Source: an optimization exercise on an open RTL-to-GDS flow (aim: small area, a short achievable clock period and few clock cycles). Production flows keep margins and buffers that such runs may drop.
For this run, only the layout was checked, not whether the RTL still works.
Power and IR drop assume default switching activity.

==> flow/design.v <==
module woled_ctrl (
    input  wire        clk,
    input  wire        rst,
    input  wire        req_valid,
    output wire        req_ready,
    input  wire [95:0] req_desc,
    input  wire [15:0] req_len,        
    output reg         ev_valid,
    input  wire        ev_ready,
    output reg  [2:0]  ev_kind,
    output wire [15:0] ev_data,
    input  wire [1:0]  ev_fail,
    output wire [6:0]  pix_x,
    output wire [5:0]  pix_y,
    input  wire        pix_color,
    output wire [15:0] buf_idx,
    input  wire        buf_color,
    output wire [15:0] str_idx,
    input  wire [7:0]  str_byte,
    output wire [7:0]  glyph_ch,
    output wire [2:0]  glyph_row,
    input  wire [7:0]  glyph_bits
);
    localparam [2:0] EV_DC = 3'd0, EV_CS = 3'd1, EV_XFER = 3'd2, EV_DELAY = 3'd3,
                     EV_RSP = 3'd4, EV_HALT = 3'd5;
    localparam [3:0] C_BAD = 4'h0, C_INIT = 4'h1, C_SFC = 4'h2, C_SFB = 4'h3,
                     C_CLR = 4'h4, C_DSP = 4'h5, C_TXT = 4'h6;
    localparam [7:0] F_BUS = 8'h01, F_PIN = 8'h02, F_PINU = 8'h03, F_REQ = 8'h10,
                     F_STATE = 8'h11, F_ARG = 8'h12, F_ADAPTER = 8'h20;
    localparam [2:0] E_IDLE = 3'd0, E_CHECK = 3'd1, E_INIT = 3'd2, E_CMD = 3'd3,
                     E_DATA = 3'd4, E_DEAD = 3'd5;
    reg  [2:0]  st;
    reg  [4:0]  ph;
    reg         inited;
    reg         rdy;
    reg  [7:0]  ev_b;
    reg         e0, m;
    assign ev_data   = {8'd0, ev_b[7:1] & {7{m}}, e0};
    assign req_ready = rdy;
    reg  [3:0]  code;
    reg         c0b, c0h, c1b, c1h, rsvnz;
    reg  [15:0] rx, ry, rw, rh, rlen;
    wire [12:0] ti = rlen[12:0];    
    wire [7:0]  ch = rh[7:0];       
    wire [7:0]  sr = rh[15:8];      
    wire        is_sfb = (code == C_SFB);
    wire        is_clr = (code == C_CLR);
    wire        is_txt = (code == C_TXT);
    wire        chk    = (st == E_CHECK);
    wire [19:0] xop = is_txt ? (chk ? {1'b0, rw, 3'd0} : 20'd8) : {4'd0, rw};
    wire [19:0] xa  = {4'd0, rx} + xop;
    wire        xe_cl = (xa[19:8] != 12'd0) || (xa[7] && (xa[6:0] != 7'd0));
    wire [7:0]  xe8   = xe_cl ? 8'd127 : (xa[7:0] - 8'd1);
    wire        col_ne = (rx[15:7] == 9'd0) && (xa[19:0] != {4'd0, rx});
    wire [12:0] phw = is_txt ? 13'd1 : rh[15:3];
    wire [3:0]  ylo = {1'b0, ry[2:0]} + {1'b0, rh[2:0]};
    wire        ycin = chk && !is_txt && ylo[3];
    wire [14:0] ya2 = {1'b0, ry[15:3], 1'b1} + {1'b0, phw, ycin};
    wire [13:0] ya  = ya2[14:1];
    wire        pe_cl = (ya >= 14'd9);
    wire [7:0]  pe8   = pe_cl ? 8'd7 : (ya[7:0] - 8'd1);
    wire        pg_ne = (ry[15:6] == 10'd0) && (phw != 13'd0);
    wire        loop_ne = col_ne && pg_ne;
    wire        unal  = (ry[2:0] != 3'd0);
    wire f_c0z = !c0b && !c0h;
    wire f_c1z = !c1b && !c1h;
    wire f_xz  = (rx == 16'd0);
    wire f_yz  = (ry == 16'd0);
    wire f_wz  = (rw == 16'd0);
    wire f_hz  = (rh == 16'd0);
    wire f_xywh = f_xz & f_yz & f_wz & f_hz;
    reg         zero_ok, arg_ok;
    reg  [7:0]  chk_code;
    always @(*) begin
        zero_ok = !rsvnz && (code != C_BAD);
        arg_ok  = 1'b1;
        case (code)
            C_SFC, C_SFB: begin
                zero_ok = zero_ok & f_c0z & f_c1z;
                arg_ok  = (xa[19:16] == 4'd0) && !ya[13];
            end
            C_CLR: begin
                zero_ok = zero_ok & f_c1z & f_xywh;
                arg_ok  = !c0h;
            end
            C_TXT: begin
                zero_ok = zero_ok & f_hz;
                arg_ok  = (xa[19:16] == 4'd0) && !ya[13] && !c0h && !c1h;
            end
            default: zero_ok = zero_ok & f_c0z & f_c1z & f_xywh;
        endcase
        if (!zero_ok)
            chk_code = F_REQ;
        else if (inited == (code == C_INIT))
            chk_code = F_STATE;
        else if (!arg_ok)
            chk_code = F_ARG;
        else
            chk_code = 8'd0;
    end
    reg  [7:0] rsp_val;
    always @(*) begin
        case (code[2:0])
            3'd0:    rsp_val = 8'd128;
            3'd1:    rsp_val = 8'd64;
            3'd2:    rsp_val = 8'd8;
            3'd3:    rsp_val = 8'd1;
            default: rsp_val = 8'd0;
        endcase
    end
    reg         prun;
    reg         pstart;
    reg  [6:0]  col;
    reg  [2:0]  page;
    reg  [2:0]  off;
    reg         dir;                
    reg  [16:0] bi;                 
    reg  [16:0] pn;                 
    reg         cf;                 
    reg  [7:0]  xe8r;               
    reg         pe_neg;             
    reg  [2:0]  pe3;                
    reg         col_end;            
    reg         col_last, pg_last;  
    assign pix_x     = col;
    assign pix_y     = {page, off};
    assign buf_idx   = bi[15:0];
    assign str_idx   = {3'd0, ti};
    assign glyph_ch  = ch;
    assign glyph_row = off;
    wire [2:0]  tc   = col[2:0] - rx[2:0];
    wire        gpix = glyph_bits[tc] ? c0b : c1b;
    wire        pix  = is_txt ? gpix : (is_sfb ? buf_color : pix_color);
    wire        fnow = (is_sfb || is_txt) && (unal || (is_sfb && ({1'b0, bi} >= {2'b00, rlen})));
    reg  [7:0]  byte_now;
    always @(*) begin
        byte_now = sr;
        byte_now[off] = pix;
        if (is_clr) byte_now = {8{c0b}};
    end
    wire        fault_now = !is_clr && ((off == 3'd7) ? fnow : cf);
    reg         bvalid;             
    wire        cap   = (st == E_DATA) && (ph[1:0] == 2'd0) && !bvalid && prun && col_end;
    wire        pstep = prun && (!col_end || cap);
    wire        pchg = col_last && !pg_last;
    wire        bsub = dir && !col_end;
    wire [17:0] bop  = col_end ? 18'd1 : bsub ? ~{2'd0, rw} : {2'd0, rw};
    wire [18:0] bs2  = {1'b0, bi, 1'b1} + {bop, bsub};
    wire [17:0] bs   = bs2[18:1];
    wire [16:0] bnx  = (!bsub && bs[17]) ? 17'h1ffff : bs[16:0];
    wire [19:0] pn2  = {3'd0, pn} + {1'b0, rw, 3'd0};
    wire [16:0] pnx  = (pn2[19:17] != 3'd0) ? 17'h1ffff : pn2[16:0];
    wire [16:0] pn0  = (rw[15:13] != 3'd0) ? 17'h1ffff : {1'b0, rw[12:0], 3'd0};
    always @(posedge clk) begin
        if (rst) begin
            prun <= 1'b0;
            col  <= 7'd0;
            page <= 3'd0;
            off  <= 3'd0;
            bi   <= 17'd0;
        end else if (pstart) begin
            col     <= rx[6:0];
            page    <= ry[5:3];
            off     <= 3'd0;
            dir     <= 1'b0;
            col_end <= is_clr;
            bi      <= 17'd0;
            pn      <= pn0;
            xe8r    <= xe8;
            pe_neg  <= (ya == 14'd0);
            pe3     <= pe8[2:0];
            prun    <= loop_ne;
        end else if (pstep) begin
            if (off == 3'd7) cf <= fnow;
            if (col_end) begin
                if (col_last) begin
                    if (pg_last)
                        prun <= 1'b0;
                    else begin
                        page    <= page + 3'd1;
                        col     <= rx[6:0];
                        off     <= 3'd0;
                        dir     <= 1'b0;
                        col_end <= is_clr;
                        bi      <= pn;
                        pn      <= pnx;
                    end
                end else begin
                    col     <= col + 7'd1;
                    dir     <= ~dir;
                    col_end <= is_clr;
                    bi      <= bnx;
                end
            end else begin
                off     <= dir ? off - 3'd1 : off + 3'd1;
                col_end <= dir ? (off == 3'd1) : (off == 3'd6);
                bi      <= bnx;
            end
        end
        col_last <= (col == xe8r[6:0]);
        pg_last  <= (page == pe3);
    end
    wire free     = !ev_valid || ev_ready;
    wire fail_now = ev_valid && ev_ready && (ev_fail != 2'b00) &&
                    !ev_kind[2] && (ev_kind[1:0] != 2'b11);
    wire [7:0] fail_code = (ev_kind == EV_XFER) ? F_BUS : (ev_fail[1] ? F_PINU : F_PIN);
    reg [2:0] init_k;
    reg [7:0] init_b;
    always @(*) begin
        init_b = 8'd0;
        case (ph)
            5'd1:  begin init_k = EV_DELAY; init_b = 8'd100; end
            5'd2, 5'd7, 5'd11, 5'd15:
                   init_k = EV_DC;
            5'd3, 5'd8, 5'd12, 5'd16:
                   begin init_k = EV_CS; init_b = 8'd1; end
            5'd4:  begin init_k = EV_XFER; init_b = 8'h20; end
            5'd5:  begin init_k = EV_XFER; init_b = 8'h00; end
            5'd9:  begin init_k = EV_XFER; init_b = 8'hA1; end
            5'd13: begin init_k = EV_XFER; init_b = 8'hC8; end
            5'd17: begin init_k = EV_XFER; init_b = 8'hAF; end
            default: init_k = EV_CS;
        endcase
    end
    reg [2:0] cmd_k;
    reg [7:0] cmd_b;
    always @(*) begin
        cmd_b = 8'd0;
        case (ph[3:0])
            4'd0, 4'd6: cmd_k = EV_DC;
            4'd1, 4'd7: begin cmd_k = EV_CS; cmd_b = 8'd1; end
            4'd2:       begin cmd_k = EV_XFER; cmd_b = 8'h21; end
            4'd3:       begin cmd_k = EV_XFER; cmd_b = rx[7:0]; end
            4'd4:       begin cmd_k = EV_XFER; cmd_b = xe8r; end
            4'd8:       begin cmd_k = EV_XFER; cmd_b = 8'h22; end
            4'd9:       begin cmd_k = EV_XFER; cmd_b = ry[10:3]; end
            4'd10:      begin cmd_k = EV_XFER; cmd_b = {{5{pe_neg}}, pe3}; end
            default:    cmd_k = EV_CS;
        endcase
    end
    reg  dlast, bfault, nxt;
    reg  more_chars;                
    reg        n_valid, n_ld;       
    reg  [2:0] n_kind;
    reg  [7:0] n_b;
    reg  [2:0] n_st;
    reg  [4:0] n_ph;
    reg        n_nxt, n_pstart, n_inited;
    always @(*) begin
        n_valid  = ev_valid && !ev_ready;
        n_ld     = 1'b0;
        n_kind   = EV_HALT;
        n_b      = 8'd0;
        n_st     = st;
        n_ph     = ph;
        n_nxt    = 1'b0;
        n_pstart = 1'b0;
        n_inited = inited;
        if (fail_now) begin
            n_ld   = 1'b1;
            n_kind = EV_HALT;
            n_b    = fail_code;
            n_st   = E_DEAD;
        end else begin
            case (st)
                E_IDLE: if (rdy && req_valid) n_st = E_CHECK;
                E_CHECK: begin
                    n_ph = 5'd1;
                    if (chk_code != 8'd0) begin
                        n_ld   = 1'b1;
                        n_kind = EV_HALT;
                        n_b    = chk_code;
                        n_st   = E_DEAD;
                    end else if (code == C_INIT) begin
                        n_inited = 1'b1;
                        n_ld   = 1'b1;
                        n_kind = EV_DELAY;
                        n_b    = 8'd10;
                        n_st   = E_INIT;
                    end else if (code == C_DSP || (is_txt && f_wz)) begin
                        n_st = E_IDLE;
                    end else if (code[3]) begin
                        n_ld   = 1'b1;
                        n_kind = EV_RSP;
                        n_b    = rsp_val;
                        n_st   = E_IDLE;
                    end else begin
                        n_ld     = 1'b1;
                        n_kind   = EV_DC;
                        n_b      = 8'd0;
                        n_pstart = 1'b1;
                        n_st     = E_CMD;
                    end
                end
                E_INIT: if (free) begin
                    n_ld   = 1'b1;
                    n_kind = init_k;
                    n_b    = init_b;
                    n_ph   = ph + 5'd1;
                    if (ph == 5'd18) n_st = E_IDLE;
                end
                E_CMD: if (free) begin
                    n_ld   = 1'b1;
                    n_kind = cmd_k;
                    n_b    = cmd_b;
                    n_ph   = ph + 5'd1;
                    if (ph == 5'd11) begin
                        n_ph = 5'd0;
                        if (prun)
                            n_st = E_DATA;
                        else if (more_chars)
                            n_nxt = 1'b1;
                        else
                            n_st = E_IDLE;
                    end
                end
                E_DATA: if (free) begin
                    case (ph[1:0])
                        2'd0: if (bvalid || cap) begin
                            n_ld = 1'b1;
                            if (bvalid ? bfault : fault_now) begin
                                n_kind = EV_HALT;
                                n_b    = F_ADAPTER;
                                n_st   = E_DEAD;
                            end else begin
                                n_kind = EV_DC;
                                n_b    = 8'd1;
                                n_ph   = 5'd1;
                            end
                        end
                        2'd1: begin
                            n_ld   = 1'b1;
                            n_kind = EV_CS;
                            n_b    = 8'd1;
                            n_ph   = 5'd2;
                        end
                        2'd2: begin
                            n_ld   = 1'b1;
                            n_kind = EV_XFER;
                            n_b    = ev_b;
                            n_ph   = 5'd3;
                        end
                        default: begin
                            n_ld   = 1'b1;
                            n_kind = EV_CS;
                            n_b    = 8'd0;
                            n_ph   = 5'd0;
                            if (dlast) begin
                                if (more_chars) begin
                                    n_st  = E_CMD;
                                    n_nxt = 1'b1;
                                end else
                                    n_st = E_IDLE;
                            end
                        end
                    endcase
                end
                default: ;   
            endcase
        end
        if (n_ld) n_valid = 1'b1;
    end
    wire n_pin = !n_kind[2] && (n_kind[1:0] != 2'b11);
    always @(posedge clk) begin
        if (rst) begin
            st       <= E_IDLE;
            ph       <= 5'd0;
            inited   <= 1'b0;
            rdy      <= 1'b0;
            ev_valid <= 1'b0;
            ev_kind  <= EV_DC;
            ev_b     <= 8'd0;
            e0       <= 1'b0;
            m        <= 1'b0;
            bvalid   <= 1'b0;
            nxt      <= 1'b0;
            pstart   <= 1'b0;
        end else begin
            st       <= n_st;
            ph       <= n_ph;
            inited   <= n_inited;
            ev_valid <= n_valid;
            rdy      <= (n_st == E_IDLE) && !n_valid;
            nxt      <= n_nxt;
            pstart   <= n_pstart | nxt;
            if (n_ld) begin
                ev_kind <= n_kind;
                m       <= !(n_pin && n_kind != EV_XFER);
                e0      <= n_b[0];
                if (!(n_pin && n_kind != EV_XFER)) ev_b <= n_b;
            end
            if (cap) begin
                if (!(n_ld && n_kind == EV_HALT)) ev_b <= byte_now;
                bfault <= fault_now;
                dlast  <= col_last && pg_last;
            end
            bvalid <= (bvalid || cap) && !(n_ld && st == E_DATA);
            more_chars <= is_txt && ((ti + 13'd1) != rw[12:0]);
        end
    end
    always @(posedge clk) begin
        if (rdy) begin
            code  <= (req_desc[7:5] == 3'd0 && req_desc[3] == 1'b0 &&
                      (req_desc[4] ? (req_desc[2:0] <= 3'd4)
                                   : (req_desc[2:0] != 3'd0 && req_desc[2:0] != 3'd7)))
                     ? {req_desc[4], req_desc[2:0]} : C_BAD;
            c0b   <= req_desc[8];
            c0h   <= |req_desc[15:9];
            c1b   <= req_desc[16];
            c1h   <= |req_desc[23:17];
            rsvnz <= |req_desc[31:24];
            rx    <= req_desc[47:32];
            ry    <= req_desc[63:48];
            rw    <= req_desc[79:64];
            rh    <= req_desc[95:80];
            rlen  <= req_len;
        end else begin
            if (chk && is_clr) begin
                rw <= 16'd128;
                rh <= 16'd64;
            end
            if (chk && is_txt) rlen <= 16'd0;
            if (nxt) begin
                rx         <= rx + 16'd8;
                rlen[12:0] <= ti + 13'd1;
            end
            if (pstart)
                rh[7:0] <= str_byte;
            else if (pstep)
                rh[8 + off] <= pix;
        end
    end
endmodule
==> flow/flow/run.sh <==
#!/bin/bash
# Own layout flow: the standard layout (standard synthesis, floorplan,
# placement, CTS, routing, via standard.sh) with these changes to how the
# layout is made; the SDC and the clock period are unchanged:
#  - every input and output port still gets its own buffer, but a plain
#    small buffer cell instead of the delay cell buffer_ports picks by default;
#  - CTS builds the clock tree from smaller clock buffers.
# make's output goes to flow_standard.log; each ORFS step logs under orfs/logs.
set -euo pipefail
MARGIN=${MARGIN:-8}
PORTBUF=${PORTBUF:-sky130_fd_sc_hd__buf_2}
CTSBUF=${CTSBUF:-sky130_fd_sc_hd__clkbuf_8}
bash standard.sh SETUP_SLACK_MARGIN=$MARGIN "BUFFER_PORTS_ARGS=-buffer_cell $PORTBUF" \
  CTS_BUF_LIST=$CTSBUF finish > flow_standard.log 2>&1
==> flow/standard.sh <==
#!/bin/bash
# synth_recipe.tcl (not shown) runs the flow's synth.tcl, then flattens the netlist and writes it again
# the make line also repeats each setting of config.mk as NAME=value (left out here)
make -C /OpenROAD-flow-scripts/flow DESIGN_CONFIG=/design/flow/config.mk WORK_HOME=/design/flow/orfs CLKGATE_MAP_FILE= SYNTH_SCRIPT=/design/flow/synth_recipe.tcl "${@:-finish}"
==> flow/config.mk <==
export PLATFORM = sky130hd
export DESIGN_NAME = woled_ctrl
export DESIGN_NICKNAME = woled_ctrl
export VERILOG_FILES = /design/flow/design.v
export SDC_FILE = /design/flow/constraint.sdc
export NUM_CORES = 4
export LEC_CHECK = 0
export CAP_MARGIN = 20
export CORE_MARGIN = 2
export CORE_UTILIZATION = 40
export SLEW_MARGIN = 20
==> flow/constraint.sdc <==
create_clock -name core_clock -period 12.0 [get_ports {clk}]
set_input_delay 2.4000 -clock core_clock [delete_from_list [all_inputs] [get_ports {clk}]]
set_output_delay 2.4000 -clock core_clock [all_outputs]
set_load 0.01 [all_outputs]
==> summary.txt <==
-- critical path, stage by stage, from the launching register on --
cell and delay [ns]:
edfxtp_1 0.49, buf_4 0.18, buf_4 0.13, buf_4 0.15, and4bb_4 0.38, buf_6 0.13, nor2b_1 0.05, ha_1 0.32
a21o_1 0.22, a21oi_2 0.15, o31ai_2 0.09, a21oi_2 0.32, a31oi_4 0.21, o31a_1 0.38, o22ai_4 0.34, buf_4 0.17
buf_6 0.09, nand2_1 0.06, a311oi_1 0.26
-- sequential cells by signal, summed over array words and instances, names as in the netlist, 4 cells and up --
name	cells
col	7
rw	16
code	4
pn	15
ry	16
init_b	7
ev_b	8
bi	17
rh	16
xe8r	8
rx	16
rlen	16
ph	5
-- layout by cell type (no fill, tap or decap), types with 73 or more instances in the layout --
master      n
buf_2     197
nand2_1   168
ha_1       85
a21oi_1   118
o21ai_0    74
buf_4     115
inv_1      73
edfxtp_1  107
dfxtp_1    80
xnor2_1    90
nor2_1    145
-- Yosys cell counts, types with 5 or more instances --
| cell type | count |
|---|---|
| nor2_1 | 159 |
| clkbuf_1 | 72 |
| a211oi_1 | 16 |
| nand2b_1 | 21 |
| mux2i_1 | 20 |
| a222oi_1 | 6 |
| o31ai_1 | 8 |
| o21bai_1 | 8 |
| buf_2 | 8 |
| fa_1 | 5 |
| a311oi_1 | 8 |
| xnor2_1 | 92 |
| or3_1 | 11 |
| o21ai_0 | 87 |
| inv_1 | 79 |
| buf_4 | 52 |
| and2_1 | 42 |
| a31oi_1 | 23 |
| nor4_1 | 29 |
| o21a_1 | 9 |
| o211ai_1 | 7 |
| dfxtp_1 | 84 |
| a22o_1 | 13 |
| nor2b_1 | 32 |
| a221oi_1 | 8 |
| o22a_1 | 16 |
| xor2_1 | 42 |
| o21ai_1 | 12 |
| nand4_1 | 25 |
| nand3b_1 | 5 |
| a21oi_1 | 142 |
| a32oi_1 | 7 |
| o22ai_1 | 7 |
| or2_2 | 8 |
| and3_1 | 8 |
| edfxtp_1 | 107 |
| a22oi_1 | 8 |
| buf_1 | 8 |
| nand3_1 | 40 |
| a21o_1 | 21 |
| a211o_1 | 7 |
| ha_1 | 102 |
| nor3_1 | 51 |
| nand2_1 | 182 |
| o221ai_1 | 16 |
-- power by group through the flow --
stage	Sequential [mW]	Combinational, mW	Clock [mW]
final	1.05	2.04	0.509
after global placement	1.07	1.49	0
after global routing	1.06	2.21	0.534
after detailed placement	1.07	1.51	0
after CTS	1.05	1.81	0.512
after floorplan	0.935	1.23	0
-- per-stage QoR --
step,area [µm²],worst slack (ns),utilization (%)
5_1_grt,18900,7.73,51.3
3_5_place_dp,16100,6.31,43.7
6_report,18900,7.79,51.3
4_1_cts,18000,7.90,48.9
2_1_floorplan,15100,7.63,-
3_3_place_gp,16100,6.49,43.7
-- routing by layer --
metal / vias to the layer above / part of all wire [%] / global-route usage, %
met5: - / 0 / 0
li1: 6930 / - / -
met3: 116 / 8.0 / 4.05
met2: 701 / 46 / 43.2
met4: 0 / 3.6 / 9.75
met1: 6996 / 43 / 35.8
-- how the worst max path moves through the flow --
stage               start         to
3_5_place_dp      code[3]    ev_b[1]
5_1_grt           code[3]    ev_b[5]
3_3_place_gp      code[3]    ev_b[1]
2_1_floorplan  ev_fail[0]  init_b[0]
6_report          code[3]    ev_b[2]
4_1_cts               dir     bi[14]
-- logic make-up after synthesis --
kind of cell               Yosys count
AOI/OAI and AO/OA                  476
xor gates and xnor gates           134
adders and majority gates          108
buffers and inverters              220
DFF                                191
muxes                               26
other                                1
and+or+nand+nor                    633
-- repair_timing --
action	in CTS	in global routing
cloned	6	0
buffers inserted	83	49
setup endpoints to repair	62	47
hold endpoints to repair	0	0
gates resized for setup	144	114
pin swaps	53	52
-- area by class of cell --
type                    count  area, µm²
clock inverters            15        214
well taps                 468        586
multi-input cells        1392      10200
fillers                  3494      17900
clock buffers              17        234
repair buffers            348       2370
inverters                  80        317
flip-flops and latches    191       4910
==> out/results.tsv <==
metric	value	unit
first-pass GRT wire length	79600	µm
share of cells above drive strength 1	28.0	%
worst hold path class	flip-flop to flip-flop	
vias per inst	5.87	
initial cell density of the core	40.8	%
placed insts	2341	
Worst R2R Start	code[3]	
Die Wd	198	µm
maximum number of pins on one net before global-route repair	86	
Synth Cell Area	15000	µm²
DRT antenna net count	0	
hold_buf cts	0	
P_int	2.01	mW
Nets	2273	
clock skew	0.0179	ns
Critical Path AT	4.62	ns
Pleak	7.51	nW
data required time at the worst endpoint	12.42	ns
logic gate share of total power	56.7	%
Post-Syn Area per Cell	8.39	µm²
Hold Path End	ev_b[6]	
area leader, netlist	edfxtp_1	
wire per inst	21.5	µm
top cell type's share of synthesized area	21.4	%
Max-Cap Viols	0	
DR pass1 iterations	5	
drt drc	0	
crit path kind	flip-flop to flip-flop	
critical hold path startpoint	ev_b[6]	
Yosys cell types	94	
switching pwr	1.59	mW
Post-DP HPWL	38100	µm
main flop type after synthesis	edfxtp_1	
f_max	238	MHz
Design Power	3.60	mW
PwrDens	191	nW/µm²
Final Hold Viols	0	
reg-to-reg slack, setup	7.79	ns
clock root cell	clkbuf_8	
Synth Area in Compound Gates	21.0	%
worst hold slack	0.509	ns
H-tree depth	4	
Worst setup SP type	flip-flop	
period utilization	35.1	%
CTS sink cnt	191	
initial antenna violation count	0	
GRT Overall Usage	26.6	%
Core Area	36800	µm²
row cnt	70	
routability cong.	0.934	
top post-synthesis cells by area	edfxtp_1, dfxtp_1, ha_1	
ys async rst share	0	%
Synth Register Bits	191	
Finished Layout Cells	2511	
main combinational cell family by area after synthesis	compound AO/OA/AOI/OAI gates	
Setup TNS Final	0	ns
post-synthesis cell count	1789	
post-synthesis mux area share	1.95	%
adder-cell share of the synthesized area	9.23	%
GRT Residual Overflow	0	
worst slew pin tran	0.985	ns
total number of vias	14743	
Reg2Reg Capture Point	ev_b[2]	
worst reg-to-reg path cell count	18	
antenna cells	0	
total die area	39100	µm²
worst-path maximum fanout	6	
RSZ-0062 raised after global routing	yes	
Seq/Total Area, Yosys	32.6	%
relative slew slack	33.9	%
xor-xnor portion of the synthesized cell area	7.82	%
Clk Latency, worst-skew pair	0.51	ns
Total Wirelength	54000	µm
outcome	complete, no violations	
area growth from synthesis to layout	25.6	%
CTS tree	yes	
final critical delay including setup and external delays	4.21	ns
crit path capture type	flip-flop	
CTS clock-pin slew for the worst setup and hold paths	0.10	ns
DRT iter0 DRCs	1266	
yosys warns	1	
hold path depth	2	
Switching Share	44.2	%
chip height	198	µm
num ports	213	
VDD IR-drop max	136	µV
Max clock buf depth	2	
Post-synth EDFFs	107	
number of global-route vias before repair	13688	
final setup vio count	0	
number of port buffers	201	
CTS Buf Count	17	
final slew viol count	0	
clock network power share	14.1	%
Seq pwr share	29.2	%
Post-Synth Simple-Gate Area	20.5	%

## static timing again, ports no longer ideal
The flow's constraints put no driver on any port. The routed layout listed below was extracted and timed again, unchanged, in two steps.
Step 1 sets driving cells, clkbuf_16 on the clock port and buf_2 on the other inputs (assumed; they add their load-dependent delay and slew).
Step 2 also shifts input and output timing later by t, the mid clock arrival at the registers, as if the neighbouring blocks saw the same clock.
Three values: no drivers, after step 1, after step 2; two values: the first two.
t, ns: 0.548
setup slack, ns: 7.793 / 7.793 / 7.294
slew at the worst register clock pin (ns): 0.11 / 0.11
After both steps this run still meets setup and hold. For this run, drivers alone change the setup slack by 0.000 ns; drivers and shift together by -0.499 ns.
